What follows belongs to an exercise in optimizing a design on an open flow for small area; a production flow would make more cautious choices. Function was checked by simulation only, so behaviour that the tests miss may differ from the original. Power and IR drop assume default switching activity.

Setup of tundra:
Design vcpu_core, start of the top module:
module vcpu_core (
    input  wire        clk,
    input  wire        rst,
    input  wire [31:0] prog_len,
    input  wire        terminate,
    output wire        imem_req,
    output wire [31:0] imem_addr,
    input  wire        imem_ack,
    input  wire [31:0] imem_rdata,
    output wire        dmem_req,
    output wire        dmem_we,
    output wire [1:0]  dmem_size,
    output wire [31:0] dmem_addr,
    output wire [31:0] dmem_wdata,
    input  wire        dmem_ack,
    input  wire        dmem_err,
    input  wire [31:0] dmem_rdata,
    output reg         retire_valid,
    output wire [31:0] retire_pc,
    output wire [4:0]  retire_rd,
    output wire [31:0] retire_wdata,
    output reg         stopped,
    output wire [3:0]  exit_code,
    output wire [31:0] pc
);
export LEC_CHECK = 0
export ABC_CLOCK_PERIOD_IN_PS = 12000
export CAP_MARGIN = 5
export CORE_MARGIN = 2
export CORE_UTILIZATION = 60
export SLEW_MARGIN = 5
create_clock -name core_clock -period 12.0 [get_ports {clk}]
standard.sh (not shown) runs the stock make flow with config.mk's settings and CLKGATE_MAP_FILE= SYNTH_SCRIPT=/design/flow/synth_recipe.tcl, a recipe that flattens the netlist after the stock synthesis.
==> flow/flow/run.sh <==
#!/bin/bash
# Standard ORFS layout through the standard.sh, with these changes:
# - synthesis is the standard flow's own script (synth_recipe.tcl, same passes, flattening
#   and names) with abc's combinational mapping run from flow/area.abc (an
#   area-oriented script) instead of ORFS's abc script; registers are mapped
#   before abc and are unchanged;
# - the port buffers are buf_1 cells;
set -euo pipefail
here=$(pwd)
{ head -n 1 synth_recipe.tcl; cat flow/abc_map.tcl; tail -n +2 synth_recipe.tcl; } > my_synth.tcl
export MY_ABC_SCRIPT="$here/flow/area.abc"
export BUFFER_PORTS_ARGS="-buffer_cell sky130_fd_sc_hd__buf_1"
export CTS_ARGS="-sink_clustering_enable -repair_clock_nets -dont_use_dummy_load -buf_list sky130_fd_sc_hd__clkbuf_8 -sink_clustering_size 18 -sink_clustering_max_diameter 60"
bash standard.sh SYNTH_SCRIPT="$here/my_synth.tcl" ADDER_MAP_FILE= finish > standard_flow.log 2>&1
==> flow/flow/abc_map.tcl <==
# Run abc's combinational mapping with the script in $MY_ABC_SCRIPT (when set)
# instead of the ORFS script: same liberty, dont_use cells, constraints and
# delay target. abc -dff calls pass through unchanged.
proc abc {args} {
  if {[lsearch -exact $args -dff] >= 0 || ![info exists ::env(MY_ABC_SCRIPT)]} {
    yosys abc {*}$args
    return
  }
  set out {}
  set skip 0
  foreach a $args {
    if {$skip} { set skip 0; continue }
    if {$a eq "-script"} { set skip 1; continue }
    lappend out $a
  }
  if {$::env(MY_ABC_SCRIPT) ne ""} { lappend out -script $::env(MY_ABC_SCRIPT) }
  puts "abc_map.tcl: abc $out"
  yosys abc {*}$out
}
==> flow/flow/area.abc <==
strash
&get -n
&fraig -x
&put
scorr
dc2
strash
&get -n
&dch -f
&nf -R 1000
&put
strash
dch -f
&get -n
&nf -R 1000
&put
strash
dch -f
&get -n
&nf -R 1000
&put
Changes in fjord relative to tundra:
- swapping 60 for 65 in CORE_UTILIZATION
==> flow/flow/run.sh <==
#!/bin/bash
# Standard ORFS layout through the standard.sh, with these changes:
# - synthesis is the standard flow's own script (synth_recipe.tcl: same passes, flattening
#   and names), except that abc's combinational mapping runs the script in
#   flow/area.abc (an area-oriented script; see flow/abc_map.tcl) instead of
#   ORFS's, and ORFS's full-adder extraction is skipped (ADDER_MAP_FILE empty)
#   so abc maps the adders too; registers are mapped before abc and are the
#   standard synthesis's;
# - the port buffers are buf_1 cells;
set -euo pipefail
here=$(pwd)
{ head -n 1 synth_recipe.tcl; cat flow/abc_map.tcl; tail -n +2 synth_recipe.tcl; } > my_synth.tcl
export MY_ABC_SCRIPT="$here/flow/area.abc"
export BUFFER_PORTS_ARGS="-buffer_cell sky130_fd_sc_hd__buf_1"
export CTS_ARGS="-sink_clustering_enable -repair_clock_nets -dont_use_dummy_load -buf_list sky130_fd_sc_hd__clkbuf_8 -sink_clustering_size 19 -sink_clustering_max_diameter 60"
bash standard.sh SYNTH_SCRIPT="$here/my_synth.tcl" ADDER_MAP_FILE= finish > standard_flow.log 2>&1
Notes after the runs:
- fjord against tundra: sequential share of cell area went up by 0.29 points; register clock-pin slew on the reported worst setup and hold paths was more or less identical.
- Summary of fjord over tundra: time the final worst path needs with I/O delays and setup up 0.19 ns; cell area fell by about 0.4%.
- Fmax | fjord vs tundra | fjord slower
- Per the comparison of fjord with tundra, total power has remained practically unchanged; routed wire length has increased; final worst setup slack has decreased.
Inputs modified between fjord and garnet:
==> flow/flow/run.sh <==
#!/bin/bash
# Standard ORFS layout through the standard.sh, with these changes:
# - synthesis is the standard flow's own script (synth_recipe.tcl, same passes, flattening
#   and names) with abc's combinational mapping run from flow/area.abc (an
#   area-oriented script) instead of ORFS's abc script; registers are mapped
#   before abc and are unchanged;
# - the port buffers are buf_1 cells;
set -euo pipefail
here=$(pwd)
{ head -n 1 synth_recipe.tcl; cat flow/abc_map.tcl; tail -n +2 synth_recipe.tcl; } > my_synth.tcl
export MY_ABC_SCRIPT="$here/flow/area.abc"
export BUFFER_PORTS_ARGS="-buffer_cell sky130_fd_sc_hd__buf_1"
export CTS_ARGS="-sink_clustering_enable -repair_clock_nets -dont_use_dummy_load -buf_list sky130_fd_sc_hd__clkbuf_8 -sink_clustering_size 22 -sink_clustering_max_diameter 40"
bash standard.sh SYNTH_SCRIPT="$here/my_synth.tcl" ADDER_MAP_FILE= finish > standard_flow.log 2>&1
==> comparison <==
garnet went all the way through the flow, and no timing, DRC or antenna check failed.
Worst clock skew on the final layout: garnet and fjord compared, lower one is fjord
For maximum frequency, garnet and fjord come out practically identical.
garnet -> fjord: H-tree depth delta 0, exact match
fjord has lower internal power summed over all cells than garnet.
Between garnet and fjord, the routed wire length is lower for fjord.
There was hardly any difference in minimum setup slack in the final design between fjord and garnet.
> inputs changed (garnet -> xenon)
--- a/flow/flow/run.sh
+++ b/flow/flow/run.sh
@@ -12,3 +12,3 @@
 export BUFFER_PORTS_ARGS="-buffer_cell sky130_fd_sc_hd__buf_1"
-export CTS_ARGS="-sink_clustering_enable -repair_clock_nets -dont_use_dummy_load -buf_list sky130_fd_sc_hd__clkbuf_8 -sink_clustering_size 22 -sink_clustering_max_diameter 40"
+export CTS_ARGS="-sink_clustering_enable -repair_clock_nets -dont_use_dummy_load -buf_list sky130_fd_sc_hd__clkbuf_16 -sink_clustering_size 40 -sink_clustering_max_diameter 40"
 bash standard.sh SYNTH_SCRIPT="$here/my_synth.tcl" ADDER_MAP_FILE= finish > standard_flow.log 2>&1
### Flow results
- The internal power component in xenon was higher than what garnet gave.
- Looking at sequential group share of total power, xenon sits 5.4 points lower than garnet does.
- The final worst-path setup slack in xenon sits 0.013 ns above the value recorded for garnet.
- Of xenon and garnet, the higher later-pin clock latency in the skew report belongs to garnet.
- Relative to garnet, xenon degrades post-route total power.
- NOTE: proportion of power drawn by combinational gates in xenon falls short of that of garnet
- Compared garnet against xenon; number of cells in the finished layout apart from fillers within noise.
- In the flow results for xenon and garnet, the number of filler cells placed in the layout is larger on garnet.


## run 1
vcpu_core, a different RTL version from the one above (not shown whole).
For scale: ~2700 cells after synthesis.
Settings: LEC_CHECK=0, CAP_MARGIN=20, CORE_MARGIN=2, CORE_UTILIZATION=60, CTS_BUF_LIST=sky130_fd_sc_hd__clkbuf_4, SLEW_MARGIN=20; clock period 12.0 ns.
run.sh (not shown) runs the stock make flow with config.mk's settings and CLKGATE_MAP_FILE= SYNTH_SCRIPT=/design/flow/synth_recipe.tcl, a recipe that flattens the netlist after the stock synthesis.
Stock flow here: none of the scripts above is used.
Run 1 did not stop at any stage, and its layout met the timing, DRC and antenna checks.
What run 2 does differently from run 1 at the input level:
--- a/flow/config.mk
+++ b/flow/config.mk
@@ -10,2 +10 @@
-export CORE_UTILIZATION = 60
-export CTS_BUF_LIST = sky130_fd_sc_hd__clkbuf_4
+export CORE_UTILIZATION = 40
## What came out
Run 2 ran to completion and came out clean on the timing, DRC and antenna checks. Sort run 2 and run 1 by non-clock buffer count desc -> top: run 2. Sequential cell count: run 1 vs run 2, no meaningful difference. Measured against each other, run 2 and run 1 differ in total power, the higher figure coming from run 2. Met3 usage delta for run 2 relative to run 1: 6.0 points lower. Critical path endpoint: retire_rd[2] -> run 2, retire_rd[4] -> run 1. Number of clock buffers inserted by TritonCTS (run 2 / run 1): 0.38. When run 2 is set beside run 1, its post-layout worst setup margin turns out to be 0.25 ns larger. Diff run 1 -> run 2 | total number of vias | decrease of 1597. Between run 1 and run 2, the flow reports first-iteration DRC count increasing by more than 10%. Compare run 2 and run 1 | final worst-path cycle share lower: run 2. Run 2 vs run 1, top layer reached by signal wires: met5 vs met4. Sum of met2 wire segment lengths after detailed routing ended up 6.0 mm lower on run 2 than on run 1.
Inputs modified between run 2 and run 3:
==> flow/flow/run.sh (new file) <==
#!/bin/bash
# Standard ORFS layout, with two changes: the port buffers are buf_1 cells,
# and clock tree synthesis adds no dummy loads.
set -euo pipefail
export BUFFER_PORTS_ARGS="-buffer_cell sky130_fd_sc_hd__buf_1"
export CTS_ARGS="-sink_clustering_enable -repair_clock_nets -dont_use_dummy_load -buf_list sky130_fd_sc_hd__clkbuf_4"
bash standard.sh finish > standard_flow.log 2>&1
==> flow/standard.sh (new file) <==
#!/bin/bash
# synth_recipe.tcl (not shown) runs the flow's synth.tcl, then flattens the netlist and writes it again
# the make line also repeats each setting of config.mk as NAME=value (left out here)
make -C /OpenROAD-flow-scripts/flow DESIGN_CONFIG=/design/flow/config.mk WORK_HOME=/design/flow/orfs CLKGATE_MAP_FILE= SYNTH_SCRIPT=/design/flow/synth_recipe.tcl "${@:-finish}"
--- a/flow/config.mk
+++ b/flow/config.mk
@@ -10 +10 @@
-export CORE_UTILIZATION = 40
+export CORE_UTILIZATION = 60
removed: flow/run.sh
Notes after the runs:
Run 3 completed end to end with timing, DRC and antenna clean. Run 3 vs. run 2: adder-cell share of the synthesized area now sits at about the same level, met2 routing resource usage after global routing now sits higher, power per unit of standard cell area now sits lower. As far as share of total power in combinational logic is concerned, run 2 and run 3 perform about the same. Area: run 3 vs run 2 -> run 3 smaller. Run 3 ended with less slew at the pin closest to its max-slew limit than run 2.
Changes in run 4 relative to run 3:
==> flow/run.sh (new file) <==
#!/bin/bash
# synth_recipe.tcl (not shown) runs the flow's synth.tcl, then flattens the netlist and writes it again
# the make line also repeats each setting of config.mk as NAME=value (left out here)
make -C /OpenROAD-flow-scripts/flow DESIGN_CONFIG=/design/flow/config.mk WORK_HOME=/design/flow/orfs CLKGATE_MAP_FILE= SYNTH_SCRIPT=/design/flow/synth_recipe.tcl finish
--- a/flow/config.mk
+++ b/flow/config.mk
@@ -10,0 +11,2 @@
+export CTS_BUF_LIST = sky130_fd_sc_hd__clkbuf_8
+export CTS_CLUSTER_SIZE = 30
removed: flow/flow/run.sh
removed: flow/standard.sh
## What came out
Of the two candidates, run 3 has the worse clock skew and run 4 the better one.
Across both runs, share of the cycle needed by the critical path after routing was lower for run 4 than for run 3.
Run 3 → run 4: mean routed wirelength per cell shows an increase of 1.1 µm, share of the core filled with cells up 5.7 points.
Static leakage (run 4 / run 3): 1.10
The higher data-path buffer share of cell area in the final layout of run 4 and run 3 is in run 4.
Delta (run 4 minus run 3): worst setup slack now sits higher, wire length climbed 4.4 mm.
Going from run 3 to run 4, first-pass GRT wire length moved up, power consumption moved up.

-- static timing again, ports no longer ideal --
Ports are ideal in the flow. The routed layouts listed here were re-timed in OpenROAD.
Step 1 assumes that a clkbuf_16 drives the clock port and a buf_2 every other input.
Step 2 adds t to the input delays and takes it off the output delays; t is the mean of the earliest and latest rising clock arrival at the registers after step 1. Input paths then give back, and output paths get back, about the clock's delay inside the block.
Slacks: no drivers / after step 1 / after step 2; pairs: no drivers / after step 1.
run	t (ns)	slack for setup (ns)	worst hold slack (ns)	worst setup path after step 2	pins driven straight from the clock port
tundra	0.705	1.261 / 1.261 / 1.261	0.272 / 0.272 / 0.272	register to register	1
fjord	0.712	1.073 / 1.073 / 1.073	0.291 / 0.291 / 0.291	register to register	1
garnet	0.728	1.074 / 1.074 / 1.074	0.255 / 0.255 / 0.255	register to register	1
xenon	0.670	1.087 / 1.087 / 1.087	0.282 / 0.282 / 0.282	register to register	1
run 1	1.067	3.701 / 3.643 / 4.568	0.260 / 0.260 / 0.260	register to register	1
run 2	0.712	3.952 / 3.891 / 3.998	0.289 / 0.289 / 0.289	register to register	1
run 3	1.056	3.943 / 3.884 / 4.218	0.272 / 0.272 / 0.272	register to register	1
run 4	0.839	4.080 / 4.024 / 4.627	0.308 / 0.308 / 0.308	register to register	1
After both steps setup and hold are still met in every run listed.
